From an optimization exercise on the open Yosys and OpenROAD flow, aimed at small area, a short achievable clock period and few clock cycles per item; shortcuts taken in it are not production practice. In this exercise RTL edits were held to simulation tests only and were not proved equivalent to the original.

## flow/design.v (module list and top-level ports; edited modules follow where they fit)
// module yrc_yuv_px: 620 lines
// module yrc_chroma: 790 lines
// module yrc_gray_px: 374 lines
// module yrc_pix2x2: 77 lines
module yrc_pix2x2 (
    input  wire        clk,
    input  wire        rst,         
    input  wire        in_valid,
    output wire        in_ready,
    input  wire [31:0] in_y,        
    input  wire [7:0]  in_v,
    input  wire [7:0]  in_u,
    output reg         out_valid,
    input  wire        out_ready,
    output reg  [95:0] out_rgb,     
    output reg  [31:0] out_gray     
);
  // ...
==> flow/run.sh <==
#!/bin/bash
# synth_recipe.tcl (not shown) runs the flow's synth.tcl, then flattens the netlist and writes it again
# the make line also repeats each setting of config.mk as NAME=value (left out here)
make -C /OpenROAD-flow-scripts/flow DESIGN_CONFIG=/design/flow/config.mk WORK_HOME=/design/flow/orfs CLKGATE_MAP_FILE= SYNTH_SCRIPT=/design/flow/synth_recipe.tcl finish
==> flow/config.mk <==
export PLATFORM = sky130hd
export DESIGN_NAME = yrc_pix2x2
export DESIGN_NICKNAME = yrc_pix2x2
export VERILOG_FILES = /design/flow/design.v
export SDC_FILE = /design/flow/constraint.sdc
export NUM_CORES = 4
export LEC_CHECK = 0
export CAP_MARGIN = 20
export CORE_MARGIN = 2
export CORE_UTILIZATION = 40
export SLEW_MARGIN = 20
==> flow/constraint.sdc <==
create_clock -name core_clock -period 22.0 [get_ports {clk}]
set_input_delay 4.4000 -clock core_clock [delete_from_list [all_inputs] [get_ports {clk}]]
set_output_delay 4.4000 -clock core_clock [all_outputs]
set_load 0.01 [all_outputs]
==> reports/qor.csv, run 1 <==
stage;metric;value;unit
run_status;outcome;timing/DRC/antenna clean;
critical_path;rrSetupSlack;14.34;ns
logic_synthesis;synth_warnings;1;
detailed_routing;wl_met2;51.7;mm
final_layout;multi_input_area_share;61.3;%
final_layout;final_nets;5608;
clocking;cts_buffers;44;
timing;rsz0062_at_grt;no;
timing;fin_ws;14.34;ns
placement;dpl.hpwl;92.7;mm
critical_path;arrival;8.04;ns
logic_synthesis;synth_fa_ha_area_share;48.8;%
detailed_routing;vias;28100;
clocking;clkTransAtPathRegs;0.06;ns
critical_path;slowest_stage;edfxtp_1;
logic_synthesis;yosys-top-cells-area;fa_1, edfxtp_1, ha_1;
clocking;h-tree-depth;2;
final_layout;inverters;964;
critical_path;critical_path_class;flip-flop to flip-flop;
final_layout;nMultiInputCombCells;2663;
logic_synthesis;yosys.area.top_type;fa_1;
detailed_routing;drc;0;
critical_path;worstPathMaxFanout;12;
clocking;clock_latency;0.63;ns
logic_synthesis;ys_top_cells_by_count;inv_1, ha_1, fa_1, edfxtp_1, nor2_1;
logic_synthesis;ys_seq_area_share;23.1;%
critical_path;reg2regPathDepth;28;
final_layout;seqCellArea;10200;um^2
detailed_routing;detail_route.first_pass.iterations;5;
logic_synthesis;synth.most_common_cell;inv_1;
final_layout;postLayoutCoreUtil;45.1;%
final_layout;fill_cells;10300;
final_layout;clk_share;2.90;%
final_layout;stdcell_area;49100;um^2
logic_synthesis;synth_compound_area_share;7.85;%
global_route;grt_pass1_wl;173;mm
Testbench counts, summed over its fixed seeds: cycles 8,012, items 8,000.
==> module yrc_chroma, before the edit <==
module yrc_chroma (
    input  wire [7:0]  v,
    input  wire [7:0]  u,
    output wire [17:0] cr,
    output wire [28:0] cg,
    output wire [18:0] cb
);
    wire [7:0] nv = ~v;
    wire [7:0] nu = ~u;
    wire c0 = ~nv[7];
    wire c1 = ~v[6];
    wire c2 = ~nv[7];
    wire c3 = ~(nv[5] ^ v[2]);
    wire c4 = nv[5] | v[2];
    wire c5 = ~(nv[6] ^ v[3]);
    wire c6 = nv[6] | v[3];
    wire c7 = nv[7] ^ v[4];
    wire c8 = nv[7] & v[4];
    wire c9 = ~(v[5] ^ v[3]);
    wire c10 = v[5] | v[3];
    wire c11 = ~(v[6] ^ v[4]);
    wire c12 = v[6] | v[4];
    wire c13 = v[7] ^ v[5];
    wire c14 = v[7] & v[5];
    wire c15 = ~v[6];
    wire c16 = ~(v[7] ^ v[4]);
    wire c17 = v[7] | v[4];
    wire c18 = ~v[5];
    wire c19 = ~(v[6] ^ nv[2]);
    wire c20 = v[6] | nv[2];
    wire c21 = v[7] ^ nv[3];
    wire c22 = v[7] & nv[3];
    wire c23 = ~(nv[4] ^ v[2]);
    wire c24 = nv[4] | v[2];
    wire c25 = nv[5] ^ v[3];
    wire c26 = nv[5] & v[3];
    wire c27 = ~(~nv[6] ^ v[4] ^ nv[2]);
    wire c28 = ~((~nv[6] & ~v[4]) | (~nv[6] & ~nv[2]) | (~v[4] & ~nv[2]));
    wire c29 = ~(~v[5] ^ nv[3] ^ v[1]);
    wire c30 = ~((~v[5] & ~nv[3]) | (~v[5] & ~v[1]) | (~nv[3] & ~v[1]));
    wire c31 = ~(~nv[7] ^ nv[4] ^ v[2]);
    wire c32 = ~((~nv[7] & ~nv[4]) | (~nv[7] & ~v[2]) | (~nv[4] & ~v[2]));
    wire c33 = ~(~v[6] ^ v[7] ^ nv[5]);
    wire c34 = ~((~v[6] & ~v[7]) | (~v[6] & ~nv[5]) | (~v[7] & ~nv[5]));
    wire c35 = ~nv[6];
    wire c36 = ~nv[3];
    wire c37 = nv[4] ^ nv[1];
    wire c38 = nv[4] & nv[1];
    wire c39 = nv[5] ^ nv[2];
    wire c40 = nv[5] & nv[2];
    wire c41 = ~(~nv[6] ^ nv[3] ^ v[0]);
    wire c42 = ~((~nv[6] & ~nv[3]) | (~nv[6] & ~v[0]) | (~nv[3] & ~v[0]));
    wire c43 = ~(~nv[4] ^ v[1] ^ c2);
    wire c44 = ~((~nv[4] & ~v[1]) | (~nv[4] & ~c2) | (~v[1] & ~c2));
    wire c45 = ~(~nv[7] ^ v[0] ^ c3);
    wire c46 = ~((~nv[7] & ~v[0]) | (~nv[7] & ~c3) | (~v[0] & ~c3));
    wire c47 = ~(~c4 ^ v[1] ^ c5);
    wire c48 = ~((~c4 & ~v[1]) | (~c4 & ~c5) | (~v[1] & ~c5));
    wire c49 = ~(~c6 ^ v[2] ^ c7);
    wire c50 = ~((~c6 & ~v[2]) | (~c6 & ~c7) | (~v[2] & ~c7));
    wire c51 = ~(~c8 ^ v[0] ^ c9);
    wire c52 = ~((~c8 & ~v[0]) | (~c8 & ~c9) | (~v[0] & ~c9));
    wire c53 = ~(~c10 ^ v[1] ^ c11);
    wire c54 = ~((~c10 & ~v[1]) | (~c10 & ~c11) | (~v[1] & ~c11));
    wire c55 = ~(~c12 ^ v[2] ^ c13);
    wire c56 = ~((~c12 & ~v[2]) | (~c12 & ~c13) | (~v[2] & ~c13));
    wire c57 = ~(~c14 ^ v[3] ^ c15);
    wire c58 = ~((~c14 & ~v[3]) | (~c14 & ~c15) | (~v[3] & ~c15));
    wire c59 = ~(~v[6] ^ nv[0] ^ c16);
    wire c60 = ~((~v[6] & ~nv[0]) | (~v[6] & ~c16) | (~nv[0] & ~c16));
    wire c61 = ~(~c17 ^ nv[1] ^ c18);
    wire c62 = ~((~c17 & ~nv[1]) | (~c17 & ~c18) | (~nv[1] & ~c18));
    wire c63 = ~(~v[5] ^ v[0] ^ c19);
    wire c64 = ~((~v[5] & ~v[0]) | (~v[5] & ~c19) | (~v[0] & ~c19));
    wire c65 = ~(~c20 ^ v[1] ^ c21);
    wire c66 = ~((~c20 & ~v[1]) | (~c20 & ~c21) | (~v[1] & ~c21));
    wire c67 = ~(~c22 ^ nv[0] ^ c23);
    wire c68 = ~((~c22 & ~nv[0]) | (~c22 & ~c23) | (~nv[0] & ~c23));
    wire c69 = ~(~c24 ^ nv[1] ^ c25);
    wire c70 = ~((~c24 & ~nv[1]) | (~c24 & ~c25) | (~nv[1] & ~c25));
    wire c71 = ~(~c26 ^ v[0] ^ c27);
    wire c72 = ~((~c26 & ~v[0]) | (~c26 & ~c27) | (~v[0] & ~c27));
    wire c73 = ~(~c28 ^ c0 ^ c29);
    wire c74 = ~((~c28 & ~c0) | (~c28 & ~c29) | (~c0 & ~c29));
    wire c75 = ~(~c30 ^ c1 ^ c31);
    wire c76 = ~((~c30 & ~c1) | (~c30 & ~c31) | (~c1 & ~c31));
    wire c77 = ~(~c32 ^ v[3] ^ c33);
    wire c78 = ~((~c32 & ~v[3]) | (~c32 & ~c33) | (~v[3] & ~c33));
    wire c79 = ~(~c34 ^ v[4] ^ c35);
    wire c80 = ~((~c34 & ~v[4]) | (~c34 & ~c35) | (~v[4] & ~c35));
    wire c81 = ~(~nv[6] ^ nv[7] ^ v[5]);
    wire c82 = ~((~nv[6] & ~nv[7]) | (~nv[6] & ~v[5]) | (~nv[7] & ~v[5]));
    wire c83 = ~v[6];
    wire c84 = ~nv[0];
    wire c85 = nv[0] ^ c36;
    wire c86 = nv[0] & c36;
    wire c87 = nv[3] ^ c37;
    wire c88 = nv[3] & c37;
    wire c89 = c38 ^ c39;
    wire c90 = c38 & c39;
    wire c91 = c40 ^ c41;
    wire c92 = c40 & c41;
    wire c93 = c42 ^ c43;
    wire c94 = c42 & c43;
    wire c95 = c44 ^ c45;
    wire c96 = c44 & c45;
    wire c97 = c46 ^ c47;
    wire c98 = c46 & c47;
    wire c99 = c48 ^ c49;
    wire c100 = c48 & c49;
    wire c101 = c50 ^ c51;
    wire c102 = c50 & c51;
    wire c103 = c52 ^ c53;
    wire c104 = c52 & c53;
    wire c105 = c54 ^ c55;
    wire c106 = c54 & c55;
    wire c107 = c56 ^ c57;
    wire c108 = c56 & c57;
    wire c109 = c58 ^ c59;
    wire c110 = c58 & c59;
    wire c111 = c60 ^ c61;
    wire c112 = c60 & c61;
    wire c113 = c62 ^ c63;
    wire c114 = c62 & c63;
    wire c115 = c64 ^ c65;
    wire c116 = c64 & c65;
    wire c117 = c66 ^ c67;
    wire c118 = c66 & c67;
    wire c119 = c68 ^ c69;
    wire c120 = c68 & c69;
    wire c121 = c70 ^ c71;
    wire c122 = c70 & c71;
    wire c123 = c72 ^ c73;
    wire c124 = c72 & c73;
    wire c125 = c74 ^ c75;
    wire c126 = c74 & c75;
    wire c127 = c76 ^ c77;
    wire c128 = c76 & c77;
    wire c129 = c78 ^ c79;
    wire c130 = c78 & c79;
    wire c131 = c80 ^ c81;
    wire c132 = c80 & c81;
    wire c133 = c82 ^ c83;
    wire c134 = c82 & c83;
    wire c135 = v[6] ^ v[7];
    wire c136 = v[6] & v[7];
    wire c137 = nv[1] & nv[0];
    wire c138 = nv[1] & c84;
    wire c139 = c85 & nv[2];
    wire c140 = c90 | (c89 & c88);
    wire c141 = c89 & c87;
    wire c142 = c94 | (c93 & c92);
    wire c143 = c93 & c91;
    wire c144 = c98 | (c97 & c96);
    wire c145 = c97 & c95;
    wire c146 = c102 | (c101 & c100);
    wire c147 = c101 & c99;
    wire c148 = c106 | (c105 & c104);
    wire c149 = c105 & c103;
    wire c150 = c110 | (c109 & c108);
    wire c151 = c109 & c107;
    wire c152 = c114 | (c113 & c112);
    wire c153 = c113 & c111;
    wire c154 = c118 | (c117 & c116);
    wire c155 = c117 & c115;
    wire c156 = c122 | (c121 & c120);
    wire c157 = c121 & c119;
    wire c158 = c126 | (c125 & c124);
    wire c159 = c125 & c123;
    wire c160 = c130 | (c129 & c128);
    wire c161 = c129 & c127;
    wire c162 = c134 | (c133 & c132);
    wire c163 = c133 & c131;
    wire c164 = c86 | (c139 & c137);
    wire c165 = c139 & c138;
    wire c166 = c142 | (c143 & c140);
    wire c167 = c143 & c141;
    wire c168 = c146 | (c147 & c144);
    wire c169 = c147 & c145;
    wire c170 = c150 | (c151 & c148);
    wire c171 = c151 & c149;
    wire c172 = c154 | (c155 & c152);
    wire c173 = c155 & c153;
    wire c174 = c158 | (c159 & c156);
    wire c175 = c159 & c157;
    wire c176 = c162 | (c163 & c160);
    wire c177 = c163 & c161;
    wire c178 = c166 | (c167 & c164);
    wire c179 = c167 & c165;
    wire c180 = c170 | (c171 & c168);
    wire c181 = c171 & c169;
    wire c182 = c174 | (c175 & c172);
    wire c183 = c175 & c173;
    wire c184 = c180 | (c181 & c178);
    wire c185 = c181 & c179;
    wire c186 = c182 | (c183 & c184);
    wire c187 = c183 & c185;
    wire c188 = c168 | (c169 & c178);
    wire c189 = c169 & c179;
    wire c190 = c172 | (c173 & c184);
    wire c191 = c173 & c185;
    wire c192 = c176 | (c177 & c186);
    wire c193 = c177 & c187;
    wire c194 = c140 | (c141 & c164);
    wire c195 = c141 & c165;
    wire c196 = c144 | (c145 & c178);
    wire c197 = c145 & c179;
    wire c198 = c148 | (c149 & c188);
    wire c199 = c149 & c189;
    wire c200 = c152 | (c153 & c184);
    wire c201 = c153 & c185;
    wire c202 = c156 | (c157 & c190);
    wire c203 = c157 & c191;
    wire c204 = c160 | (c161 & c186);
    wire c205 = c161 & c187;
    wire c206 = nv[2] & c137;
    wire c207 = nv[2] & c138;
    wire c208 = c88 | (c87 & c164);
    wire c209 = c87 & c165;
    wire c210 = c92 | (c91 & c194);
    wire c211 = c91 & c195;
    wire c212 = c96 | (c95 & c178);
    wire c213 = c95 & c179;
    wire c214 = c100 | (c99 & c196);
    wire c215 = c99 & c197;
    wire c216 = c104 | (c103 & c188);
    wire c217 = c103 & c189;
    wire c218 = c108 | (c107 & c198);
    wire c219 = c107 & c199;
    wire c220 = c112 | (c111 & c184);
    wire c221 = c111 & c185;
    wire c222 = c116 | (c115 & c200);
    wire c223 = c115 & c201;
    wire c224 = c120 | (c119 & c190);
    wire c225 = c119 & c191;
    wire c226 = c124 | (c123 & c202);
    wire c227 = c123 & c203;
    wire c228 = c128 | (c127 & c186);
    wire c229 = c127 & c187;
    wire c230 = c132 | (c131 & c204);
    wire c231 = c131 & c205;
    wire c232 = c136 | (c135 & c192);
    wire c233 = c135 & c193;
    wire c234 = c101 ^ c214;
    wire c235 = c103 ^ c188;
    wire c236 = c105 ^ c216;
    wire c237 = c107 ^ c198;
    wire c238 = c109 ^ c218;
    wire c239 = c111 ^ c184;
    wire c240 = c113 ^ c220;
    wire c241 = c115 ^ c200;
    wire c242 = c117 ^ c222;
    wire c243 = c119 ^ c190;
    wire c244 = c121 ^ c224;
    wire c245 = c123 ^ c202;
    wire c246 = c125 ^ c226;
    wire c247 = c127 ^ c186;
    wire c248 = c129 ^ c228;
    wire c249 = c131 ^ c204;
    wire c250 = c133 ^ c230;
    wire c251 = c135 ^ c192;
    wire c252 = ~u[5];
    wire c253 = u[6] ^ nu[4];
    wire c254 = u[6] & nu[4];
    wire c255 = ~(u[7] ^ nu[5]);
    wire c256 = u[7] | nu[5];
    wire c257 = ~(nu[6] ^ nu[3]);
    wire c258 = nu[6] | nu[3];
    wire c259 = nu[7] ^ nu[4];
    wire c260 = nu[7] & nu[4];
    wire c261 = ~(nu[5] ^ u[2]);
    wire c262 = nu[5] | u[2];
    wire c263 = ~(nu[6] ^ u[3]);
    wire c264 = nu[6] | u[3];
    wire c265 = nu[7] ^ u[4];
    wire c266 = nu[7] & u[4];
    wire c267 = ~(u[5] ^ u[3]);
    wire c268 = u[5] | u[3];
    wire c269 = ~(u[6] ^ u[4]);
    wire c270 = u[6] | u[4];
    wire c271 = u[7] ^ u[5];
    wire c272 = u[7] & u[5];
    wire c273 = ~u[6];
    wire c274 = ~u[2];
    wire c275 = u[3] ^ nu[1];
    wire c276 = u[3] & nu[1];
    wire c277 = u[4] ^ nu[2];
    wire c278 = u[4] & nu[2];
    wire c279 = ~(~nu[3] ^ nu[0] ^ c252);
    wire c280 = ~((~nu[3] & ~nu[0]) | (~nu[3] & ~c252) | (~nu[0] & ~c252));
    wire c281 = ~(~u[5] ^ nu[1] ^ c253);
    wire c282 = ~((~u[5] & ~nu[1]) | (~u[5] & ~c253) | (~nu[1] & ~c253));
    wire c283 = ~(~c254 ^ nu[2] ^ c255);
    wire c284 = ~((~c254 & ~nu[2]) | (~c254 & ~c255) | (~nu[2] & ~c255));
    wire c285 = ~(~c256 ^ u[0] ^ c257);
    wire c286 = ~((~c256 & ~u[0]) | (~c256 & ~c257) | (~u[0] & ~c257));
    wire c287 = ~(~c258 ^ u[1] ^ c259);
    wire c288 = ~((~c258 & ~u[1]) | (~c258 & ~c259) | (~u[1] & ~c259));
    wire c289 = ~(~c260 ^ u[0] ^ c261);
    wire c290 = ~((~c260 & ~u[0]) | (~c260 & ~c261) | (~u[0] & ~c261));
    wire c291 = ~(~c262 ^ u[1] ^ c263);
    wire c292 = ~((~c262 & ~u[1]) | (~c262 & ~c263) | (~u[1] & ~c263));
    wire c293 = ~(~c264 ^ u[2] ^ c265);
    wire c294 = ~((~c264 & ~u[2]) | (~c264 & ~c265) | (~u[2] & ~c265));
    wire c295 = ~(~c266 ^ u[0] ^ c267);
    wire c296 = ~((~c266 & ~u[0]) | (~c266 & ~c267) | (~u[0] & ~c267));
    wire c297 = ~(~c268 ^ u[1] ^ c269);
    wire c298 = ~((~c268 & ~u[1]) | (~c268 & ~c269) | (~u[1] & ~c269));
    wire c299 = ~(~c270 ^ u[2] ^ c271);
    wire c300 = ~((~c270 & ~u[2]) | (~c270 & ~c271) | (~u[2] & ~c271));
    wire c301 = ~(~c272 ^ u[3] ^ c273);
    wire c302 = ~((~c272 & ~u[3]) | (~c272 & ~c273) | (~u[3] & ~c273));
    wire c303 = ~(~u[6] ^ u[7] ^ u[4]);
    wire c304 = ~((~u[6] & ~u[7]) | (~u[6] & ~u[4]) | (~u[7] & ~u[4]));
    wire c305 = ~u[7];
    wire c306 = ~u[1];
    wire c307 = ~u[2];
    wire c308 = ~u[3];
    wire c309 = ~u[4];
    wire c310 = ~u[5];
    wire c311 = ~u[6];
    wire c312 = nu[0] ^ c274;
    wire c313 = nu[0] & c274;
    wire c314 = u[2] ^ c275;
    wire c315 = u[2] & c275;
    wire c316 = c276 ^ c277;
    wire c317 = c276 & c277;
    wire c318 = c278 ^ c279;
    wire c319 = c278 & c279;
    wire c320 = c280 ^ c281;
    wire c321 = c280 & c281;
    wire c322 = c282 ^ c283;
    wire c323 = c282 & c283;
    wire c324 = c284 ^ c285;
    wire c325 = c284 & c285;
    wire c326 = c286 ^ c287;
    wire c327 = c286 & c287;
    wire c328 = c288 ^ c289;
    wire c329 = c288 & c289;
    wire c330 = c290 ^ c291;
    wire c331 = c290 & c291;
    wire c332 = c292 ^ c293;
    wire c333 = c292 & c293;
    wire c334 = c294 ^ c295;
    wire c335 = c294 & c295;
    wire c336 = c296 ^ c297;
    wire c337 = c296 & c297;
    wire c338 = c298 ^ c299;
    wire c339 = c298 & c299;
    wire c340 = c300 ^ c301;
    wire c341 = c300 & c301;
    wire c342 = c302 ^ c303;
    wire c343 = c302 & c303;
    wire c344 = c304 ^ u[5];
    wire c345 = c304 & u[5];
    wire c346 = u[0] ^ c305;
    wire c347 = u[0] & c305;
    wire c348 = u[7] ^ c306;
    wire c349 = u[7] & c306;
    wire c350 = u[1] ^ c307;
    wire c351 = u[1] & c307;
    wire c352 = u[2] ^ c308;
    wire c353 = u[2] & c308;
    wire c354 = u[3] ^ c309;
    wire c355 = u[3] & c309;
    wire c356 = u[4] ^ c310;
    wire c357 = u[4] & c310;
    wire c358 = u[5] ^ c311;
    wire c359 = u[5] & c311;
    wire c360 = u[6] ^ u[7];
    wire c361 = u[6] & u[7];
    wire c362 = c312 & u[1];
    wire c363 = c317 | (c316 & c315);
    wire c364 = c316 & c314;
    wire c365 = c321 | (c320 & c319);
    wire c366 = c320 & c318;
    wire c367 = c325 | (c324 & c323);
    wire c368 = c324 & c322;
    wire c369 = c329 | (c328 & c327);
    wire c370 = c328 & c326;
    wire c371 = c333 | (c332 & c331);
    wire c372 = c332 & c330;
    wire c373 = c337 | (c336 & c335);
    wire c374 = c336 & c334;
    wire c375 = c341 | (c340 & c339);
    wire c376 = c340 & c338;
    wire c377 = c345 | (c344 & c343);
    wire c378 = c344 & c342;
    wire c379 = c346 & u[6];
    wire c380 = c351 | (c350 & c349);
    wire c381 = c350 & c348;
    wire c382 = c355 | (c354 & c353);
    wire c383 = c354 & c352;
    wire c384 = c359 | (c358 & c357);
    wire c385 = c358 & c356;
    wire c386 = c365 | (c366 & c363);
    wire c387 = c366 & c364;
    wire c388 = c369 | (c370 & c367);
    wire c389 = c370 & c368;
    wire c390 = c373 | (c374 & c371);
    wire c391 = c374 & c372;
    wire c392 = c377 | (c378 & c375);
    wire c393 = c378 & c376;
    wire c394 = c380 | (c381 & c347);
    wire c395 = c381 & c379;
    wire c396 = c384 | (c385 & c382);
    wire c397 = c385 & c383;
    wire c398 = c386 | (c387 & c313);
    wire c399 = c390 | (c391 & c388);
    wire c400 = c391 & c389;
    wire c401 = c394 | (c395 & c392);
    wire c402 = c395 & c393;
    wire c403 = c399 | (c400 & c398);
    wire c404 = c401 | (c402 & c403);
    wire c405 = c388 | (c389 & c398);
    wire c406 = c392 | (c393 & c403);
    wire c407 = c396 | (c397 & c404);
    wire c408 = c363 | (c364 & c313);
    wire c409 = c367 | (c368 & c398);
    wire c410 = c371 | (c372 & c405);
    wire c411 = c375 | (c376 & c403);
    wire c412 = c347 | (c379 & c406);
    wire c413 = c382 | (c383 & c404);
    wire c414 = c361 | (c360 & c407);
    wire c415 = c315 | (c314 & c313);
    wire c416 = c319 | (c318 & c408);
    wire c417 = c323 | (c322 & c398);
    wire c418 = c327 | (c326 & c409);
    wire c419 = c331 | (c330 & c405);
    wire c420 = c335 | (c334 & c410);
    wire c421 = c339 | (c338 & c403);
    wire c422 = c343 | (c342 & c411);
    wire c423 = u[6] & c406;
    wire c424 = c349 | (c348 & c412);
    wire c425 = c353 | (c352 & c404);
    wire c426 = c357 | (c356 & c413);
    wire c427 = c361 | (c360 & c407);
    wire c428 = c328 ^ c418;
    wire c429 = c330 ^ c405;
    wire c430 = c332 ^ c419;
    wire c431 = c334 ^ c410;
    wire c432 = c336 ^ c420;
    wire c433 = c338 ^ c403;
    wire c434 = c340 ^ c421;
    wire c435 = c342 ^ c411;
    wire c436 = c344 ^ c422;
    wire c437 = u[6] ^ c406;
    wire c438 = c346 ^ c423;
    wire c439 = c348 ^ c412;
    wire c440 = c350 ^ c424;
    wire c441 = c352 ^ c404;
    wire c442 = c354 ^ c425;
    wire c443 = c356 ^ c413;
    wire c444 = c358 ^ c426;
    wire c445 = c360 ^ c407;
    wire c446 = ~c427;
    wire c447 = ~nv[4];
    wire c448 = ~(nv[5] ^ v[3]);
    wire c449 = nv[5] | v[3];
    wire c450 = ~nv[6];
    wire c451 = ~v[2];
    wire c452 = v[3] ^ nv[1];
    wire c453 = v[3] & nv[1];
    wire c454 = v[4] ^ nv[2];
    wire c455 = v[4] & nv[2];
    wire c456 = ~(v[5] ^ nv[3]);
    wire c457 = v[5] | nv[3];
    wire c458 = nu[7] ^ nu[4];
    wire c459 = nu[7] & nu[4];
    wire c460 = ~(v[6] ^ nv[4]);
    wire c461 = v[6] | nv[4];
    wire c462 = nu[5] ^ u[1];
    wire c463 = nu[5] & u[1];
    wire c464 = ~(~v[7] ^ nv[5] ^ nv[0]);
    wire c465 = ~((~v[7] & ~nv[5]) | (~v[7] & ~nv[0]) | (~nv[5] & ~nv[0]));
    wire c466 = ~(~nu[6] ^ u[2] ^ nu[0]);
    wire c467 = ~((~nu[6] & ~u[2]) | (~nu[6] & ~nu[0]) | (~u[2] & ~nu[0]));
    wire c468 = ~(nv[6] ^ nv[1]);
    wire c469 = nv[6] | nv[1];
    wire c470 = ~(~nu[7] ^ u[3] ^ nu[1]);
    wire c471 = ~((~nu[7] & ~u[3]) | (~nu[7] & ~nu[1]) | (~u[3] & ~nu[1]));
    wire c472 = ~(~nv[7] ^ nv[2] ^ u[4]);
    wire c473 = ~((~nv[7] & ~nv[2]) | (~nv[7] & ~u[4]) | (~nv[2] & ~u[4]));
    wire c474 = ~nv[3];
    wire c475 = ~nv[4];
    wire c476 = ~(nv[5] ^ u[7]);
    wire c477 = nv[5] | u[7];
    wire c478 = ~nv[6];
    wire c479 = nv[7] ^ nv[0];
    wire c480 = nv[7] & nv[0];
    wire c481 = ~nv[1];
    wire c482 = ~(nv[2] ^ v[0]);
    wire c483 = nv[2] | v[0];
    wire c484 = ~(nv[3] ^ v[1]);
    wire c485 = nv[3] | v[1];
    wire c486 = nu[5] ^ u[2];
    wire c487 = nu[5] & u[2];
    wire c488 = ~(~v[2] ^ nv[0] ^ nu[6]);
    wire c489 = ~((~v[2] & ~nv[0]) | (~v[2] & ~nu[6]) | (~nv[0] & ~nu[6]));
    wire c490 = ~(~u[3] ^ nu[1] ^ c447);
    wire c491 = ~((~u[3] & ~nu[1]) | (~u[3] & ~c447) | (~nu[1] & ~c447));
    wire c492 = ~(~nv[4] ^ nv[1] ^ nu[7]);
    wire c493 = ~((~nv[4] & ~nv[1]) | (~nv[4] & ~nu[7]) | (~nv[1] & ~nu[7]));
    wire c494 = ~(~u[4] ^ nu[2] ^ c448);
    wire c495 = ~((~u[4] & ~nu[2]) | (~u[4] & ~c448) | (~nu[2] & ~c448));
    wire c496 = ~(~c449 ^ v[4] ^ nv[2]);
    wire c497 = ~((~c449 & ~v[4]) | (~c449 & ~nv[2]) | (~v[4] & ~nv[2]));
    wire c498 = ~(~u[5] ^ nu[3] ^ c450);
    wire c499 = ~((~u[5] & ~nu[3]) | (~u[5] & ~c450) | (~nu[3] & ~c450));
    wire c500 = ~(~nv[6] ^ nv[7] ^ v[5]);
    wire c501 = ~((~nv[6] & ~nv[7]) | (~nv[6] & ~v[5]) | (~nv[7] & ~v[5]));
    wire c502 = ~(~nv[3] ^ u[6] ^ nu[4]);
    wire c503 = ~((~nv[3] & ~u[6]) | (~nv[3] & ~nu[4]) | (~u[6] & ~nu[4]));
    wire c504 = ~(~v[6] ^ nv[4] ^ u[7]);
    wire c505 = ~((~v[6] & ~nv[4]) | (~v[6] & ~u[7]) | (~nv[4] & ~u[7]));
    wire c506 = ~v[1];
    wire c507 = ~(~nv[0] ^ nu[4] ^ nu[1]);
    wire c508 = ~((~nv[0] & ~nu[4]) | (~nv[0] & ~nu[1]) | (~nu[4] & ~nu[1]));
    wire c509 = ~(~v[2] ^ nu[5] ^ nu[2]);
    wire c510 = ~((~v[2] & ~nu[5]) | (~v[2] & ~nu[2]) | (~nu[5] & ~nu[2]));
    wire c511 = ~(~c453 ^ nu[6] ^ nu[3]);
    wire c512 = ~((~c453 & ~nu[6]) | (~c453 & ~nu[3]) | (~nu[6] & ~nu[3]));
    wire c513 = ~(~c455 ^ u[0] ^ c456);
    wire c514 = ~((~c455 & ~u[0]) | (~c455 & ~c456) | (~u[0] & ~c456));
    wire c515 = ~(~c457 ^ c459 ^ c460);
    wire c516 = ~((~c457 & ~c459) | (~c457 & ~c460) | (~c459 & ~c460));
    wire c517 = ~(~c461 ^ c463 ^ c464);
    wire c518 = ~((~c461 & ~c463) | (~c461 & ~c464) | (~c463 & ~c464));
    wire c519 = ~(~c465 ^ c467 ^ c468);
    wire c520 = ~((~c465 & ~c467) | (~c465 & ~c468) | (~c467 & ~c468));
    wire c521 = ~(~c469 ^ c471 ^ nu[2]);
    wire c522 = ~((~c469 & ~c471) | (~c469 & ~nu[2]) | (~c471 & ~nu[2]));
    wire c523 = ~(~c473 ^ u[5] ^ nu[3]);
    wire c524 = ~((~c473 & ~u[5]) | (~c473 & ~nu[3]) | (~u[5] & ~nu[3]));
    wire c525 = ~(~nv[3] ^ u[6] ^ nu[4]);
    wire c526 = ~((~nv[3] & ~u[6]) | (~nv[3] & ~nu[4]) | (~u[6] & ~nu[4]));
    wire c527 = ~(~nv[4] ^ nu[5] ^ nu[0]);
    wire c528 = ~((~nv[4] & ~nu[5]) | (~nv[4] & ~nu[0]) | (~nu[5] & ~nu[0]));
    wire c529 = ~(~c477 ^ nu[6] ^ nu[1]);
    wire c530 = ~((~c477 & ~nu[6]) | (~c477 & ~nu[1]) | (~nu[6] & ~nu[1]));
    wire c531 = ~(~nv[6] ^ nu[7] ^ nu[2]);
    wire c532 = ~((~nv[6] & ~nu[7]) | (~nv[6] & ~nu[2]) | (~nu[7] & ~nu[2]));
    wire c533 = ~(~c480 ^ nu[3] ^ u[0]);
    wire c534 = ~((~c480 & ~nu[3]) | (~c480 & ~u[0]) | (~nu[3] & ~u[0]));
    wire c535 = ~(~nv[1] ^ nu[4] ^ u[1]);
    wire c536 = ~((~nv[1] & ~nu[4]) | (~nv[1] & ~u[1]) | (~nu[4] & ~u[1]));
    wire c537 = ~(~c483 ^ nu[0] ^ c484);
    wire c538 = ~((~c483 & ~nu[0]) | (~c483 & ~c484) | (~nu[0] & ~c484));
    wire c539 = ~(~c485 ^ c487 ^ c488);
    wire c540 = ~((~c485 & ~c487) | (~c485 & ~c488) | (~c487 & ~c488));
    wire c541 = ~(~c489 ^ c491 ^ c492);
    wire c542 = ~((~c489 & ~c491) | (~c489 & ~c492) | (~c491 & ~c492));
    wire c543 = ~(~c493 ^ c495 ^ c496);
    wire c544 = ~((~c493 & ~c495) | (~c493 & ~c496) | (~c495 & ~c496));
    wire c545 = ~(~c497 ^ c499 ^ c500);
    wire c546 = ~((~c497 & ~c499) | (~c497 & ~c500) | (~c499 & ~c500));
    wire c547 = ~(~c501 ^ c503 ^ nu[5]);
    wire c548 = ~((~c501 & ~c503) | (~c501 & ~nu[5]) | (~c503 & ~nu[5]));
    wire c549 = ~(~c505 ^ v[7] ^ nv[5]);
    wire c550 = ~((~c505 & ~v[7]) | (~c505 & ~nv[5]) | (~v[7] & ~nv[5]));
    wire c551 = nu[3] ^ nu[0];
    wire c552 = nu[3] & nu[0];
    wire c553 = ~(~v[1] ^ c451 ^ c507);
    wire c554 = ~((~v[1] & ~c451) | (~v[1] & ~c507) | (~c451 & ~c507));
    wire c555 = ~(~c508 ^ c452 ^ c509);
    wire c556 = ~((~c508 & ~c452) | (~c508 & ~c509) | (~c452 & ~c509));
    wire c557 = ~(~c510 ^ c454 ^ c511);
    wire c558 = ~((~c510 & ~c454) | (~c510 & ~c511) | (~c454 & ~c511));
    wire c559 = ~(~c512 ^ c458 ^ c513);
    wire c560 = ~((~c512 & ~c458) | (~c512 & ~c513) | (~c458 & ~c513));
    wire c561 = ~(~c514 ^ c462 ^ c515);
    wire c562 = ~((~c514 & ~c462) | (~c514 & ~c515) | (~c462 & ~c515));
    wire c563 = ~(~c516 ^ c466 ^ c517);
    wire c564 = ~((~c516 & ~c466) | (~c516 & ~c517) | (~c466 & ~c517));
    wire c565 = ~(~c518 ^ c470 ^ c519);
    wire c566 = ~((~c518 & ~c470) | (~c518 & ~c519) | (~c470 & ~c519));
    wire c567 = ~(~c520 ^ c472 ^ c521);
    wire c568 = ~((~c520 & ~c472) | (~c520 & ~c521) | (~c472 & ~c521));
    wire c569 = ~(~c522 ^ c474 ^ c523);
    wire c570 = ~((~c522 & ~c474) | (~c522 & ~c523) | (~c474 & ~c523));
    wire c571 = ~(~c524 ^ c475 ^ c525);
    wire c572 = ~((~c524 & ~c475) | (~c524 & ~c525) | (~c475 & ~c525));
    wire c573 = ~(~c526 ^ c476 ^ c527);
    wire c574 = ~((~c526 & ~c476) | (~c526 & ~c527) | (~c476 & ~c527));
    wire c575 = ~(~c528 ^ c478 ^ c529);
    wire c576 = ~((~c528 & ~c478) | (~c528 & ~c529) | (~c478 & ~c529));
    wire c577 = ~(~c530 ^ c479 ^ c531);
    wire c578 = ~((~c530 & ~c479) | (~c530 & ~c531) | (~c479 & ~c531));
    wire c579 = ~(~c532 ^ c481 ^ c533);
    wire c580 = ~((~c532 & ~c481) | (~c532 & ~c533) | (~c481 & ~c533));
    wire c581 = ~(~c534 ^ c482 ^ c535);
    wire c582 = ~((~c534 & ~c482) | (~c534 & ~c535) | (~c482 & ~c535));
    wire c583 = ~(~c536 ^ c486 ^ c537);
    wire c584 = ~((~c536 & ~c486) | (~c536 & ~c537) | (~c486 & ~c537));
    wire c585 = ~(~c538 ^ c490 ^ c539);
    wire c586 = ~((~c538 & ~c490) | (~c538 & ~c539) | (~c490 & ~c539));
    wire c587 = ~(~c540 ^ c494 ^ c541);
    wire c588 = ~((~c540 & ~c494) | (~c540 & ~c541) | (~c494 & ~c541));
    wire c589 = ~(~c542 ^ c498 ^ c543);
    wire c590 = ~((~c542 & ~c498) | (~c542 & ~c543) | (~c498 & ~c543));
    wire c591 = ~(~c544 ^ c502 ^ c545);
    wire c592 = ~((~c544 & ~c502) | (~c544 & ~c545) | (~c502 & ~c545));
    wire c593 = ~(~c546 ^ c504 ^ c547);
    wire c594 = ~((~c546 & ~c504) | (~c546 & ~c547) | (~c504 & ~c547));
    wire c595 = ~(~c548 ^ nu[6] ^ c549);
    wire c596 = ~((~c548 & ~nu[6]) | (~c548 & ~c549) | (~nu[6] & ~c549));
    wire c597 = ~(~c550 ^ nv[6] ^ nu[7]);
    wire c598 = ~((~c550 & ~nv[6]) | (~c550 & ~nu[7]) | (~nv[6] & ~nu[7]));
    wire c599 = ~nu[0];
    wire c600 = v[0] ^ nu[2];
    wire c601 = v[0] & nu[2];
    wire c602 = c506 ^ c551;
    wire c603 = c506 & c551;
    wire c604 = c552 ^ c553;
    wire c605 = c552 & c553;
    wire c606 = c554 ^ c555;
    wire c607 = c554 & c555;
    wire c608 = c556 ^ c557;
    wire c609 = c556 & c557;
    wire c610 = c558 ^ c559;
    wire c611 = c558 & c559;
    wire c612 = c560 ^ c561;
    wire c613 = c560 & c561;
    wire c614 = c562 ^ c563;
    wire c615 = c562 & c563;
    wire c616 = c564 ^ c565;
    wire c617 = c564 & c565;
    wire c618 = c566 ^ c567;
    wire c619 = c566 & c567;
    wire c620 = c568 ^ c569;
    wire c621 = c568 & c569;
    wire c622 = c570 ^ c571;
    wire c623 = c570 & c571;
    wire c624 = c572 ^ c573;
    wire c625 = c572 & c573;
    wire c626 = c574 ^ c575;
    wire c627 = c574 & c575;
    wire c628 = c576 ^ c577;
    wire c629 = c576 & c577;
    wire c630 = c578 ^ c579;
    wire c631 = c578 & c579;
    wire c632 = c580 ^ c581;
    wire c633 = c580 & c581;
    wire c634 = c582 ^ c583;
    wire c635 = c582 & c583;
    wire c636 = c584 ^ c585;
    wire c637 = c584 & c585;
    wire c638 = c586 ^ c587;
    wire c639 = c586 & c587;
    wire c640 = c588 ^ c589;
    wire c641 = c588 & c589;
    wire c642 = c590 ^ c591;
    wire c643 = c590 & c591;
    wire c644 = c592 ^ c593;
    wire c645 = c592 & c593;
    wire c646 = c594 ^ c595;
    wire c647 = c594 & c595;
    wire c648 = c596 ^ c597;
    wire c649 = c596 & c597;
    wire c650 = c598 ^ nv[7];
    wire c651 = c598 & nv[7];
    wire c652 = nu[1] & nu[0];
    wire c653 = nu[1] & c599;
    wire c654 = c603 | (c602 & c601);
    wire c655 = c602 & c600;
    wire c656 = c607 | (c606 & c605);
    wire c657 = c606 & c604;
    wire c658 = c611 | (c610 & c609);
    wire c659 = c610 & c608;
    wire c660 = c615 | (c614 & c613);
    wire c661 = c614 & c612;
    wire c662 = c619 | (c618 & c617);
    wire c663 = c618 & c616;
    wire c664 = c623 | (c622 & c621);
    wire c665 = c622 & c620;
    wire c666 = c627 | (c626 & c625);
    wire c667 = c626 & c624;
    wire c668 = c631 | (c630 & c629);
    wire c669 = c630 & c628;
    wire c670 = c635 | (c634 & c633);
    wire c671 = c634 & c632;
    wire c672 = c639 | (c638 & c637);
    wire c673 = c638 & c636;
    wire c674 = c643 | (c642 & c641);
    wire c675 = c642 & c640;
    wire c676 = c647 | (c646 & c645);
    wire c677 = c646 & c644;
    wire c678 = c651 | (c650 & c649);
    wire c679 = c650 & c648;
    wire c680 = c654 | (c655 & c652);
    wire c681 = c655 & c653;
    wire c682 = c658 | (c659 & c656);
    wire c683 = c659 & c657;
    wire c684 = c662 | (c663 & c660);
    wire c685 = c663 & c661;
    wire c686 = c666 | (c667 & c664);
    wire c687 = c667 & c665;
    wire c688 = c670 | (c671 & c668);
    wire c689 = c671 & c669;
    wire c690 = c674 | (c675 & c672);
    wire c691 = c675 & c673;
    wire c692 = c678 | (c679 & c676);
    wire c693 = c679 & c677;
    wire c694 = c682 | (c683 & c680);
    wire c695 = c683 & c681;
    wire c696 = c686 | (c687 & c684);
    wire c697 = c687 & c685;
    wire c698 = c690 | (c691 & c688);
    wire c699 = c691 & c689;
    wire c700 = c696 | (c697 & c694);
    wire c701 = c697 & c695;
    wire c702 = c698 | (c699 & c700);
    wire c703 = c699 & c701;
    wire c704 = c684 | (c685 & c694);
    wire c705 = c685 & c695;
    wire c706 = c688 | (c689 & c700);
    wire c707 = c689 & c701;
    wire c708 = c692 | (c693 & c702);
    wire c709 = c693 & c703;
    wire c710 = c656 | (c657 & c680);
    wire c711 = c657 & c681;
    wire c712 = c660 | (c661 & c694);
    wire c713 = c661 & c695;
    wire c714 = c664 | (c665 & c704);
    wire c715 = c665 & c705;
    wire c716 = c668 | (c669 & c700);
    wire c717 = c669 & c701;
    wire c718 = c672 | (c673 & c706);
    wire c719 = c673 & c707;
    wire c720 = c676 | (c677 & c702);
    wire c721 = c677 & c703;
    wire c722 = c601 | (c600 & c652);
    wire c723 = c600 & c653;
    wire c724 = c605 | (c604 & c680);
    wire c725 = c604 & c681;
    wire c726 = c609 | (c608 & c710);
    wire c727 = c608 & c711;
    wire c728 = c613 | (c612 & c694);
    wire c729 = c612 & c695;
    wire c730 = c617 | (c616 & c712);
    wire c731 = c616 & c713;
    wire c732 = c621 | (c620 & c704);
    wire c733 = c620 & c705;
    wire c734 = c625 | (c624 & c714);
    wire c735 = c624 & c715;
    wire c736 = c629 | (c628 & c700);
    wire c737 = c628 & c701;
    wire c738 = c633 | (c632 & c716);
    wire c739 = c632 & c717;
    wire c740 = c637 | (c636 & c706);
    wire c741 = c636 & c707;
    wire c742 = c641 | (c640 & c718);
    wire c743 = c640 & c719;
    wire c744 = c645 | (c644 & c702);
    wire c745 = c644 & c703;
    wire c746 = c649 | (c648 & c720);
    wire c747 = c648 & c721;
    wire c748 = nu[1] ^ nu[0];
    wire c749 = c600 ^ c652;
    wire c750 = c602 ^ c722;
    wire c751 = c604 ^ c680;
    wire c752 = c606 ^ c724;
    wire c753 = c608 ^ c710;
    wire c754 = c610 ^ c726;
    wire c755 = c612 ^ c694;
    wire c756 = c614 ^ c728;
    wire c757 = c616 ^ c712;
    wire c758 = c618 ^ c730;
    wire c759 = c620 ^ c704;
    wire c760 = c622 ^ c732;
    wire c761 = c624 ^ c714;
    wire c762 = c626 ^ c734;
    wire c763 = c628 ^ c700;
    wire c764 = c630 ^ c736;
    wire c765 = c632 ^ c716;
    wire c766 = c634 ^ c738;
    wire c767 = c636 ^ c706;
    wire c768 = c638 ^ c740;
    wire c769 = c640 ^ c718;
    wire c770 = c642 ^ c742;
    wire c771 = c644 ^ c702;
    wire c772 = c646 ^ c744;
    wire c773 = c648 ^ c720;
    wire c774 = c650 ^ c746;
    wire c775 = ~c708;
    wire c776 = ~c708;
    assign cr = {c251, c250, c249, c248, c247, c246, c245, c244, c243, c242, c241, c240, c239, c238, c237, c236, c235, c234};
    assign cb = {c446, c445, c444, c443, c442, c441, c440, c439, c438, c437, c436, c435, c434, c433, c432, c431, c430, c429, c428};
    assign cg = {c776, c775, c774, c773, c772, c771, c770, c769, c768, c767, c766, c765, c764, c763, c762, c761, c760, c759, c758, c757, c756, c755, c754, c753, c752, c751, c750, c749, c748};
endmodule
==> module yrc_pix2x2, before the edit <==
module yrc_pix2x2 (
    input  wire        clk,
    input  wire        rst,         
    input  wire        in_valid,
    output wire        in_ready,
    input  wire [31:0] in_y,        
    input  wire [7:0]  in_v,
    input  wire [7:0]  in_u,
    output reg         out_valid,
    input  wire        out_ready,
    output reg  [95:0] out_rgb,     
    output reg  [31:0] out_gray     
);
    wire adv = !out_valid || out_ready;
    reg        sk_valid;
    reg [47:0] sk;
    reg        s1_valid, s2_valid;
    reg [47:0] s1;
    reg [127:0] s2;    
    assign in_ready = !sk_valid;
    wire in_fire = in_valid && !sk_valid;
    always @(posedge clk) begin
        if (rst) begin
            sk_valid  <= 1'b0;
            s1_valid  <= 1'b0;
            s2_valid  <= 1'b0;
            out_valid <= 1'b0;
        end else begin
            if (adv) begin
                sk_valid  <= 1'b0;
                s1_valid  <= sk_valid || in_fire;
                s2_valid  <= s1_valid;
                out_valid <= s2_valid;
            end else if (in_fire) begin
                sk_valid  <= 1'b1;
            end
        end
    end
    always @(posedge clk) begin
        if (!sk_valid) sk <= {in_u, in_v, in_y};
    end
    wire [7:0]  y_v = s1[39:32];
    wire [7:0]  y_u = s1[47:40];
    wire [17:0] cr;
    wire [28:0] cg;
    wire [18:0] cb;
    yrc_chroma u_chroma (.v(y_v), .u(y_u), .cr(cr), .cg(cg), .cb(cb));
    wire [127:0] sums;
    wire [95:0]  rgb;
    wire [31:0]  gray;
    wire [47:0] blk = sk_valid ? sk : {in_u, in_v, in_y};
    wire [31:0] yl;
    genvar k;
    generate
        for (k = 0; k < 4; k = k + 1) begin : px
            assign yl[8*k +: 8] = (blk[8*k+4 +: 4] == 4'd0) ? 8'd0
                                : {blk[8*k+4 +: 4] - 4'd1, blk[8*k +: 4]};
            yrc_yuv_px u_yuv (
                .yl(s1[8*k +: 8]), .cr(cr), .cg(cg), .cb(cb),
                .rs(sums[32*k +: 11]), .gs(sums[32*k+11 +: 10]), .bs(sums[32*k+21 +: 11])
            );
            yrc_gray_px u_gray (
                .rs(s2[32*k +: 11]), .gs(s2[32*k+11 +: 10]), .bs(s2[32*k+21 +: 11]),
                .r(rgb[24*k +: 8]), .g(rgb[24*k+8 +: 8]), .b(rgb[24*k+16 +: 8]),
                .gray(gray[8*k +: 8])
            );
        end
    endgenerate
    always @(posedge clk) begin
        if (adv) begin
            s1       <= {blk[47:32], yl};
            s2       <= sums;
            out_rgb  <= rgb;
            out_gray <= gray;
        end
    end
endmodule
==> run 2, diff against run 1 <==
--- a/flow/design.v
+++ b/flow/design.v
@@ -621,12 +621,12 @@
 module yrc_chroma (
     input  wire [7:0]  v,
     input  wire [7:0]  u,
+    input  wire [7:0]  nv,    
+    input  wire [7:0]  nu,    
     output wire [17:0] cr,
     output wire [28:0] cg,
     output wire [18:0] cb
 );
-    wire [7:0] nv = ~v;
-    wire [7:0] nu = ~u;
     wire c0 = ~nv[7];
     wire c1 = ~v[6];
     wire c2 = ~nv[7];
@@ -1799,7 +1799,7 @@
     reg        sk_valid;
     reg [47:0] sk;
     reg        s1_valid, s2_valid;
-    reg [47:0] s1;
+    reg [63:0] s1;
     reg [127:0] s2;    
     assign in_ready = !sk_valid;
     wire in_fire = in_valid && !sk_valid;
@@ -1828,7 +1828,7 @@
     wire [17:0] cr;
     wire [28:0] cg;
     wire [18:0] cb;
-    yrc_chroma u_chroma (.v(y_v), .u(y_u), .cr(cr), .cg(cg), .cb(cb));
+    yrc_chroma u_chroma (.v(y_v), .u(y_u), .nv(s1[55:48]), .nu(s1[63:56]), .cr(cr), .cg(cg), .cb(cb));
     wire [127:0] sums;
     wire [95:0]  rgb;
     wire [31:0]  gray;
@@ -1852,7 +1852,7 @@
     endgenerate
     always @(posedge clk) begin
         if (adv) begin
-            s1       <= {blk[47:32], yl};
+            s1       <= {~blk[47:32], blk[47:32], yl};
             s2       <= sums;
             out_rgb  <= rgb;
             out_gray <= gray;
==> flow/flow/run.sh (new file) <==
#!/bin/bash
# Standard layout, with one extra step between synthesis and floorplan:
# flow/invpush.py removes inverters around full-adder cells in the synthesized
# netlist (a full adder is self-dual), keeping every register as synthesized.
set -euo pipefail
R=orfs/results/${FLOW_PLATFORM}/yrc_pix2x2/base
bash standard.sh synth > synth.log 2>&1
cp $R/1_2_yosys.v $R/1_2_yosys_std.v
python3 flow/invpush.py $R/1_2_yosys_std.v $R/1_2_yosys.v > invpush.log 2>&1
# rebuild the synthesis database from the edited netlist, then lay it out
rm -f $R/1_synth.odb $R/1_synth.sdc
bash standard.sh finish > layout.log 2>&1
==> flow/flow/invpush.py (new file) <==
#!/usr/bin/env python3
"""Remove inverters around full adders in a mapped sky130 netlist.

A full adder is self-dual: FA(~a, ~b, ~c) = (~sum, ~cout). Yosys's full-adder
extraction often leaves inverters between full adders. This script chooses,
for every fa cell, whether it computes its function or its complement so
that as few inverters as possible are needed, then rebuilds the inverters:
one inverter per net whose complement is used. Registers and all other
cells are kept as they are. Usage: invpush.py IN.v OUT.v"""
import re, sys, random

OUTS = {"X", "Y", "Q", "Q_N", "SUM", "COUT", "HI", "LO"}
INV = "sky130_fd_sc_hd__inv_1"
FA = "sky130_fd_sc_hd__fa_1"

src = open(sys.argv[1]).read()
mod = re.search(r"module\s+(\w+)\s*\((.*?)\);(.*?)endmodule", src, re.S)
head_end = mod.start(3)
body = mod.group(3)
cell_re = re.compile(r"\n(\s*)(sky130_fd_sc_hd__\w+)\s+(\S+)\s*\((.*?)\);", re.S)
pin_re = re.compile(r"\.(\w+)\(([^()]*)\)")
cells = []
for m in cell_re.finditer(body):
    pins = [(p, n.strip()) for p, n in pin_re.findall(m.group(4))]
    cells.append([m.group(2), m.group(3), pins])
decl = cell_re.sub("", body)   # wire / input / output declarations

ports = set()
for m in re.finditer(r"^\s*(input|output)\s+(\[[^\]]*\]\s*)?(\w+)\s*;", decl, re.M):
    ports.add(m.group(3))
def is_port(net):
    return net.split("[")[0].strip() in ports or net.startswith("1'")

driver = {}
for i, (ty, nm, pins) in enumerate(cells):
    for p, n in pins:
        if p in OUTS: driver[n] = (i, p)

# inverters we may remove: input and output are internal nets
inv_of = {}   # output net -> input net
for i, (ty, nm, pins) in enumerate(cells):
    if ty.startswith("sky130_fd_sc_hd__inv_") or ty.startswith("sky130_fd_sc_hd__clkinv_"):
        d = dict(pins)
        if not is_port(d["Y"]):
            inv_of[d["Y"]] = d["A"]
def lit(net):
    """(source net, polarity) of a net, looking through removable inverters."""
    pol = 0
    while net in inv_of:
        net = inv_of[net]; pol ^= 1
    return net, pol

removed = set(i for i, (ty, nm, pins) in enumerate(cells)
              if (ty.startswith("sky130_fd_sc_hd__inv_") or ty.startswith("sky130_fd_sc_hd__clkinv_"))
              and dict(pins)["Y"] in inv_of)
fa_idx = [i for i, c in enumerate(cells) if c[0] == FA]
fa_pos = {i: k for k, i in enumerate(fa_idx)}
flip = {i: 0 for i in fa_idx}

# consumers: (cell index or None, pin, source, pol)
cons = []
for i, (ty, nm, pins) in enumerate(cells):
    if i in removed: continue
    for p, n in pins:
        if p in OUTS: continue
        s, pol = lit(n)
        cons.append((i, p, s, pol))
# output ports driven through removable inverters: keep them as loads
port_loads = []
for n in list(inv_of):
    pass
# a net whose source is an fa output is flipped with that fa
def src_flip(s):
    d = driver.get(s)
    if d and d[0] in flip: return flip[d[0]]
    return 0
by_src = {}
for k, (i, p, s, pol) in enumerate(cons):
    by_src.setdefault(s, []).append(k)
def need_inv(k):
    i, p, s, pol = cons[k]
    f = flip.get(i, 0) if cells[i][0] == FA else 0
    return pol ^ src_flip(s) ^ f
# nets that must stay un-inverted as seen by ports: a removable inverter's input
# net that is itself a port output is not an issue; output ports are never
# removable inverter outputs by construction. But a port net driven by a flipped
# fa would change the port's value: forbid flipping fas that drive ports.
fixed = set()
for i in fa_idx:
    for p, n in cells[i][2]:
        if p in OUTS and is_port(n): fixed.add(i)
def cost_src(s):
    return 1 if any(need_inv(k) for k in by_src.get(s, [])) else 0
def fa_nets(i):
    ins = [lit(n)[0] for p, n in cells[i][2] if p not in OUTS]
    outs = [n for p, n in cells[i][2] if p in OUTS]
    return set(ins + outs)
total0 = sum(cost_src(s) for s in by_src)
rng = random.Random(1)
free = [i for i in fa_idx if i not in fixed]
netsof = {i: fa_nets(i) for i in free}
cur = total0; best = cur; best_flip = dict(flip); rounds = 0
T = 0.6
for rounds in range(400):
    rng.shuffle(free)
    for i in free:
        nets = netsof[i]
        before = sum(cost_src(s) for s in nets)
        flip[i] ^= 1
        after = sum(cost_src(s) for s in nets)
        d = after - before
        if d <= 0 or rng.random() < pow(2.718, -d / T):
            cur += d
            if cur < best: best = cur; best_flip = dict(flip)
        else:
            flip[i] ^= 1
    T *= 0.985
flip.update(best_flip)
total1 = sum(cost_src(s) for s in by_src)
sys.stderr.write("inverters: %d removable, before %d, after %d, flipped %d fa, %d rounds\n"
                 % (len(removed), total0, total1, sum(flip.values()), rounds))

def esc(n):
    n = n.strip()
    return n + " " if n.startswith("\\") else n

# rebuild
new_inv = {}
extra_decl = []
def inv_net(s):
    if s not in new_inv:
        nn = "\\invp_%d " % len(new_inv)
        new_inv[s] = nn
        extra_decl.append("  wire %s;" % nn)
    return new_inv[s]
conn = {}
for k, (i, p, s, pol) in enumerate(cons):
    conn[(i, p)] = inv_net(s) if need_inv(k) else s
out = [src[:head_end], decl.rstrip("\n"), "\n".join(extra_decl)]
for i, (ty, nm, pins) in enumerate(cells):
    if i in removed: continue
    ps = ",\n".join("    .%s(%s)" % (p, esc(n if p in OUTS else conn[(i, p)])) for p, n in pins)
    out.append("  %s %s (\n%s\n  );" % (ty, nm, ps))
for s, nn in new_inv.items():
    out.append("  %s \\invp_cell_%s  (\n    .A(%s),\n    .Y(%s)\n  );" % (INV, nn.strip()[6:], esc(s), esc(nn)))
out.append("endmodule\n")
rest = src[mod.end():]
open(sys.argv[2], "w").write("\n".join(out) + rest)
==> flow/standard.sh (new file) <==
#!/bin/bash
# synth_recipe.tcl (not shown) runs the flow's synth.tcl, then flattens the netlist and writes it again
# the make line also repeats each setting of config.mk as NAME=value (left out here)
make -C /OpenROAD-flow-scripts/flow DESIGN_CONFIG=/design/flow/config.mk WORK_HOME=/design/flow/orfs CLKGATE_MAP_FILE= SYNTH_SCRIPT=/design/flow/synth_recipe.tcl "${@:-finish}"
removed: flow/run.sh
==> run 2 against run 1 <==
Against the previous run: clock skew rose by 0.018 ns; die area fell by 4.0%; final area fell by 3.4%; synthesized cell count fell by 14%; count of clock-buffer cells in the layout rose by 3; highest routed layer unchanged.
==> reports/qor.csv, run 2 <==
stage;metric;value;unit;change
critical_path;worstPathMaxFanout;8;;was 12
critical_path;critical_path_required;22.38;ns;about the same
timing;min_period;7.67;ns;was 7.66 ns
clocking;clockBufferDepth;3;;unchanged
floorplanning;die_w;329;um;was 336 um
floorplanning;die_y;329;um;was 336 um
clocking;ctsResizeCount;0;;unchanged
detailed_routing;drc;0;;unchanged
detailed_routing;dr.first_iter.drc_count;1484;;was 1,494
critical_path;critical_path_class;flip-flop to flip-flop;;unchanged
timing;tns;0;ns;unchanged
floorplanning;ios;182;;unchanged
run_status;outcome;timing/DRC/antenna clean;;unchanged
clocking;clock_latency;0.64;ns;was 0.63 ns
global_route;antenna_found_initial;0;;unchanged
critical_path;slowest_stage;edfxtp_1;;unchanged
detailed_routing;routed_wirelength;107;mm;was 110 mm
critical_path;cp-start-kind;flip-flop;;unchanged
timing;tightest_slew;1.17;ns;was 1.04 ns
clocking;clock_sinks;372;;was 356
timing;clock_skew;0.0413;ns;was 0.0235 ns
timing;period_share;34.9;%;was 34.8%
min_path;whs_path_depth;2;;unchanged
critical_path;path_depth;26;;was 28
global_route;overflow;0;;unchanged
final_layout;postLayoutCoreUtil;45.2;%;was 45.1%
final_layout;final_nets;5057;;was 5,608
final_layout;top_regs;s2 x128, out_rgb x96, s1 x64;;was s2 x128, out_rgb x96
clocking;cts_tree;done;;unchanged
timing;max-slew-margin-rel;21.5;%;was 30.9%
floorplanning;placementRows;119;;was 121
global_route;grt_pass1_wl;167;mm;was 173 mm
timing;rsz0062_at_grt;no;;unchanged
final_layout;fill_cells;9626;;was 10,300
final_layout;syn_to_final_growth;12.4;%;was 11.7%
logic_synthesis;synth.avg_cell_area;12.2;um^2;was 11.0 um^2
job;max-cap-violations;0;;unchanged
detailed_routing;routedWlPerCell;20.9;um;was 19.3 um
clocking;clkTransAtPathRegs;0.06;ns;about the same
clocking;cts_setup_buffers;0;;unchanged
placement;io_buffers;181;;unchanged
critical_path;reg2regPathDepth;26;;was 28
clocking;h-tree-depth;2;;unchanged
detailed_routing;vias;26100;;was 28,100
global_route;grt_usage;20.4;%;was 20.1%
logic_synthesis;syn-num-nets;4827;;was 5,376
critical_path;endpoint_kind;flip-flop;;unchanged
placement;dpl.hpwl;88.9;mm;was 92.7 mm
logic_synthesis;syn-instance-count;3445;;was 4,002
clocking;cts_buffers;46;;was 44
final_layout;layout_common_cells;ha_1, fa_1, inv_1, edfxtp_1, clkdlybuf4s50_1;;was inv_1, ha_1, fa_1, edfxtp_1, nor2_1
timing;slew_viol_final;0;;unchanged
detailed_routing;detail_route.first_pass.iterations;7;;was 5
clocking;postCtsHoldBufs;0;;unchanged
critical_path;arrival;8.05;ns;was 8.04 ns
critical_path;critPathMaxStageDelay;0.71;ns;was 0.74 ns
final_layout;seqCellArea;10700;um^2;was 10,200 um^2
placement;dp.cells;5018;;was 5,602
detailed_routing;detail-route-antenna-nets;0;;unchanged
min_path;hold_path.class;flip-flop to flip-flop;;unchanged
final_layout;largest_reg_flops;128;;unchanged
floorplanning;start_util;40.2;%;was 40.3%
final_layout;multi_input_area;29700;um^2;was 30,100 um^2
global_route;grt_pass1_vias;28100;;was 29,700
floorplanning;dieArea;108000;um^2;was 113,000 um^2
critical_path;cp_num_buf_inv;3;;unchanged
timing;timing.final.hold_violations;0;;unchanged
detailed_routing;viasPerCell;5.11;;was 4.94
final_layout;fin_cells;5104;;was 5,684
final_layout;drive_gt1_share;7.06;%;was 6.25%
logic_synthesis;synth_warnings;1;;unchanged
placement;globalplace.congestion;0.920;;was 0.909
logic_synthesis;syn-cell-area;42200;um^2;was 44,000 um^2
final_layout;n_antenna_cell;0;;unchanged
floorplanning;core-area;105000;um^2;was 109,000 um^2
timing;fmax;130;MHz;was 131 MHz
final_layout;regMostFlops;s2;;unchanged
timing;setup_viol;0;;unchanged
global_route;grt_max_degree;151;;was 168
final_layout;layout_commonest_cell;ha_1;;was inv_1
clocking;cts_root_buf;clkbuf_16;;unchanged
critical_path;cp_top_family;compound AO/OA/AOI/OAI gates;;was adder cells
## run 2: metal layers
metal,GRT usage [%],vias up,wire (um)
met1,28.8,13200,49200
li1,-,12300,-
met4,4.81,0,2470
met2,33.2,535,50300
met3,2.85,122,4880
met5,0,-,0
## run 2: through the flow
stage,cell area [um^2],hold WS [ns],worst slack (ns)
after global routing,47500,0.501,13.90
after floorplan,42200,0.426,7.87
final,47500,0.463,14.33
after CTS,47500,0.467,14.36
after detailed placement,45900,0.453,14.38
after global placement,45900,0.455,14.49
## run 2: area by class of cell
type | count | share of cell area (%)
Timing Repair Buffer | 202 | 4.20
Multi-Input combinational cell | 2579 | 62.6
Tap cell | 1391 | 3.67
Sequential cell | 372 | 22.4
Clock buffer | 59 | 2.68
Clock inverter | 27 | 0.654
Inverter | 474 | 3.75
## run 2: worst paths after layout
kind / from / slack, ns / endpoint
max reg2reg: s1[49] / 14.33 / s2[19]
min reg2reg: s2_valid / 0.46 / out_valid
max: s1[49] / 14.33 / s2[19]
min: s2_valid / 0.46 / out_valid
## run 2: tightest hold or removal path, stage by stage, from the launching register on
cell	delay, ns
dfxtp_1	0.29
inv_1	0.06
a21oi_1	0.06
Testbench counts of run 2, summed over its fixed seeds: cycles 8,012, items 8,000.
==> run 3, diff against run 2 <==
--- a/flow/design.v
+++ b/flow/design.v
@@ -621,12 +621,12 @@
 module yrc_chroma (
     input  wire [7:0]  v,
     input  wire [7:0]  u,
-    input  wire [7:0]  nv,    
-    input  wire [7:0]  nu,    
     output wire [17:0] cr,
     output wire [28:0] cg,
     output wire [18:0] cb
 );
+    wire [7:0] nv = ~v;
+    wire [7:0] nu = ~u;
     wire c0 = ~nv[7];
     wire c1 = ~v[6];
     wire c2 = ~nv[7];
@@ -1799,7 +1799,7 @@
     reg        sk_valid;
     reg [47:0] sk;
     reg        s1_valid, s2_valid;
-    reg [63:0] s1;
+    reg [47:0] s1;
     reg [127:0] s2;    
     assign in_ready = !sk_valid;
     wire in_fire = in_valid && !sk_valid;
@@ -1828,7 +1828,7 @@
     wire [17:0] cr;
     wire [28:0] cg;
     wire [18:0] cb;
-    yrc_chroma u_chroma (.v(y_v), .u(y_u), .nv(s1[55:48]), .nu(s1[63:56]), .cr(cr), .cg(cg), .cb(cb));
+    yrc_chroma u_chroma (.v(y_v), .u(y_u), .cr(cr), .cg(cg), .cb(cb));
     wire [127:0] sums;
     wire [95:0]  rgb;
     wire [31:0]  gray;
@@ -1852,7 +1852,7 @@
     endgenerate
     always @(posedge clk) begin
         if (adv) begin
-            s1       <= {~blk[47:32], blk[47:32], yl};
+            s1       <= {blk[47:32], yl};
             s2       <= sums;
             out_rgb  <= rgb;
             out_gray <= gray;
==> run 3 against run 2 <==
Against the previous run: still clean; non-clock buffer count is 1 higher; final area is 0.34% lower; register-to-register slack worse by 0.03 ns; maximum frequency is 0.39% lower; count of clock-buffer cells in the layout is 2 lower; synthesized cell count is 1.1% higher; global-route usage is 0.20 points lower.
==> reports/qor.csv, run 3 <==
stage;metric;value;unit;change
run_status;outcome;timing/DRC/antenna clean;;unchanged
final_layout;stdcell_area;47300;um^2;was 47,500 um^2
global_route;grt_usage;20.2;%;was 20.4%
logic_synthesis;syn-num-nets;4856;;was 4,827
clocking;h-tree-depth;2;;unchanged
min_path;holdPathEnd;out_valid;;unchanged
clocking;cts_tree;done;;unchanged
timing;fmax;130;MHz;about the same
final_layout;fin_cells;5132;;was 5,104
global_route;overflow;0;;unchanged
clocking;clock_latency;0.64;ns;about the same
placement;globalplace.congestion;0.924;;was 0.920
clocking;clockBufferDepth;3;;unchanged
critical_path;cp-start-kind;flip-flop;;unchanged
final_layout;layout_common_cells;ha_1, fa_1, inv_1, edfxtp_1, nor2_1;;was ha_1, fa_1, inv_1, edfxtp_1, clkdlybuf4s50_1
final_layout;largest_reg_flops;128;;unchanged
global_route;grt_pass1_vias;28100;;about the same
critical_path;critical_path_required;22.40;ns;was 22.38 ns
detailed_routing;vias;26400;;was 26,100
final_layout;drive_gt1_share;7.17;%;was 7.06%
detailed_routing;drc;0;;unchanged
floorplanning;core-area;104000;um^2;was 105,000 um^2
final_layout;layout_commonest_cell;ha_1;;unchanged
timing;min_period;7.70;ns;was 7.67 ns
timing;tns;0;ns;unchanged
job;max-cap-violations;0;;unchanged
final_layout;final_nets;5089;;was 5,057
timing;slew_viol_final;0;;unchanged
floorplanning;dieArea;108000;um^2;about the same
placement;placed_cell_area;45700;um^2;was 45,900 um^2
floorplanning;die_y;328;um;was 329 um
detailed_routing;wl_met2;48.3;mm;was 50.3 mm
global_route;grt_max_degree;163;;was 151
timing;timing.final.hold_violations;0;;unchanged
min_path;hold_path.class;flip-flop to flip-flop;;unchanged
clocking;clock_sinks;356;;was 372
clocking;postCtsHoldBufs;0;;unchanged
timing;period_share;35.0;%;was 34.9%
critical_path;rrSetupSlack;14.30;ns;was 14.33 ns
global_route;grt_pass1_wl;165;mm;was 167 mm
timing;tightest_slew;1.18;ns;was 1.17 ns
detailed_routing;viasPerCell;5.14;;was 5.11
clocking;clkTransAtPathRegs;0.07;ns;was 0.06 ns
detailed_routing;routed_wirelength;106;mm;was 107 mm
detailed_routing;wl_met3;5.90;mm;was 4.88 mm
placement;io_buffers;181;;unchanged
timing;rsz0062_at_grt;no;;unchanged
[run 3: critical path, stage by stage (launching register included)]
cell and delay, ns:
edfxtp_1 0.79, inv_1 0.43, ha_1 0.35, fa_1 0.51, fa_1 0.48, ha_1 0.30
o21a_1 0.17, nor2_1 0.16, nor2_1 0.08, o311ai_2 0.11, nand3b_1 0.20, a21o_1 0.21
a21o_1 0.18, fa_1 0.37, xor2_1 0.38, ha_1 0.32, nand4_1 0.13, nor3_1 0.08
nor3_1 0.18, a31oi_1 0.19, a2111oi_1 0.58, o22ai_1 0.17, o311a_1 0.17, a41oi_1 0.28
nand2b_1 0.10, fa_1 0.38, xor2_1 0.17
[run 3: area by class of cell]
class	count	area (um^2)
clock inverters	28	330
inverters	444	1670
fillers	9547	56500
well taps	1380	1730
flip-flops and latches	356	10200
clock buffers	57	1260
multi-input cells	2663	30100
repair buffers	203	1990
diodes	1	2.50
[run 3: metal layers]
layer / GRT usage (%) / up-vias
met5: 0 / -
met4: 6.71 / 2
met3: 3.76 / 160
met2: 32.1 / 586
met1: 27.9 / 13200
li1: - / 12400
[run 3: worst max-delay path by stage]
stage / start / end / slack [ns] / cells past startpoint
4_1_cts: s1[32] / s2[83] / 14.27 / 24
2_1_floorplan: out_ready / out_valid / 8.33 / 3
5_1_grt: s1[32] / s2[83] / 13.64 / 24
3_5_place_dp: s1[32] / s2[83] / 14.29 / 24
6_report: s1[33] / s2[83] / 14.30 / 26
3_3_place_gp: s1[33] / s2[83] / 14.35 / 26
[run 3: per-stage QoR]
| step | hold slack [ns] | util [%] | setup slack [ns] |
|---|---|---|---|
| 5_1_grt | 0.487 | 45.6 | 13.64 |
| 4_1_cts | 0.468 | 45.6 | 14.27 |
| 6_report | 0.466 | 45.6 | 14.30 |
| 3_3_place_gp | 0.458 | 44.0 | 14.35 |
| 2_1_floorplan | 0.426 | - | 8.33 |
| 3_5_place_dp | 0.461 | 44.0 | 14.29 |
Testbench counts of run 3, summed over its fixed seeds: cycles 8,012, items 8,000.

[separate check: timing with driven ports]
The flow's constraints put no driver on any port. The routed layouts listed below were extracted and timed again, unchanged, in two steps.
Step 1 (the two cells are an assumption about what drives the block):
set clk [get_ports {clk}]
set_driving_cell -lib_cell sky130_fd_sc_hd__clkbuf_16 $clk
set_driving_cell -lib_cell sky130_fd_sc_hd__buf_2 [delete_from_list [all_inputs] $clk]
Step 2 times the ports against the registers' clock, not the clock port: input delays grow and output delays shrink by t, the midpoint of the rising clock arrivals with the driver on.
Slacks: ideal ports / drivers / drivers and shift; pairs: ideal ports / drivers.
run | t (ns) | setup slack, ns | slew at the worst register clock pin (ns)
run 1 | 0.685 | 14.337 / 14.337 / 14.337 | 0.07 / 0.07
run 2 | 0.684 | 14.331 / 14.331 / 14.331 | 0.07 / 0.07
run 3 | 0.689 | 14.301 / 14.301 / 14.301 | 0.07 / 0.07
After both steps every run listed still meets setup and hold.
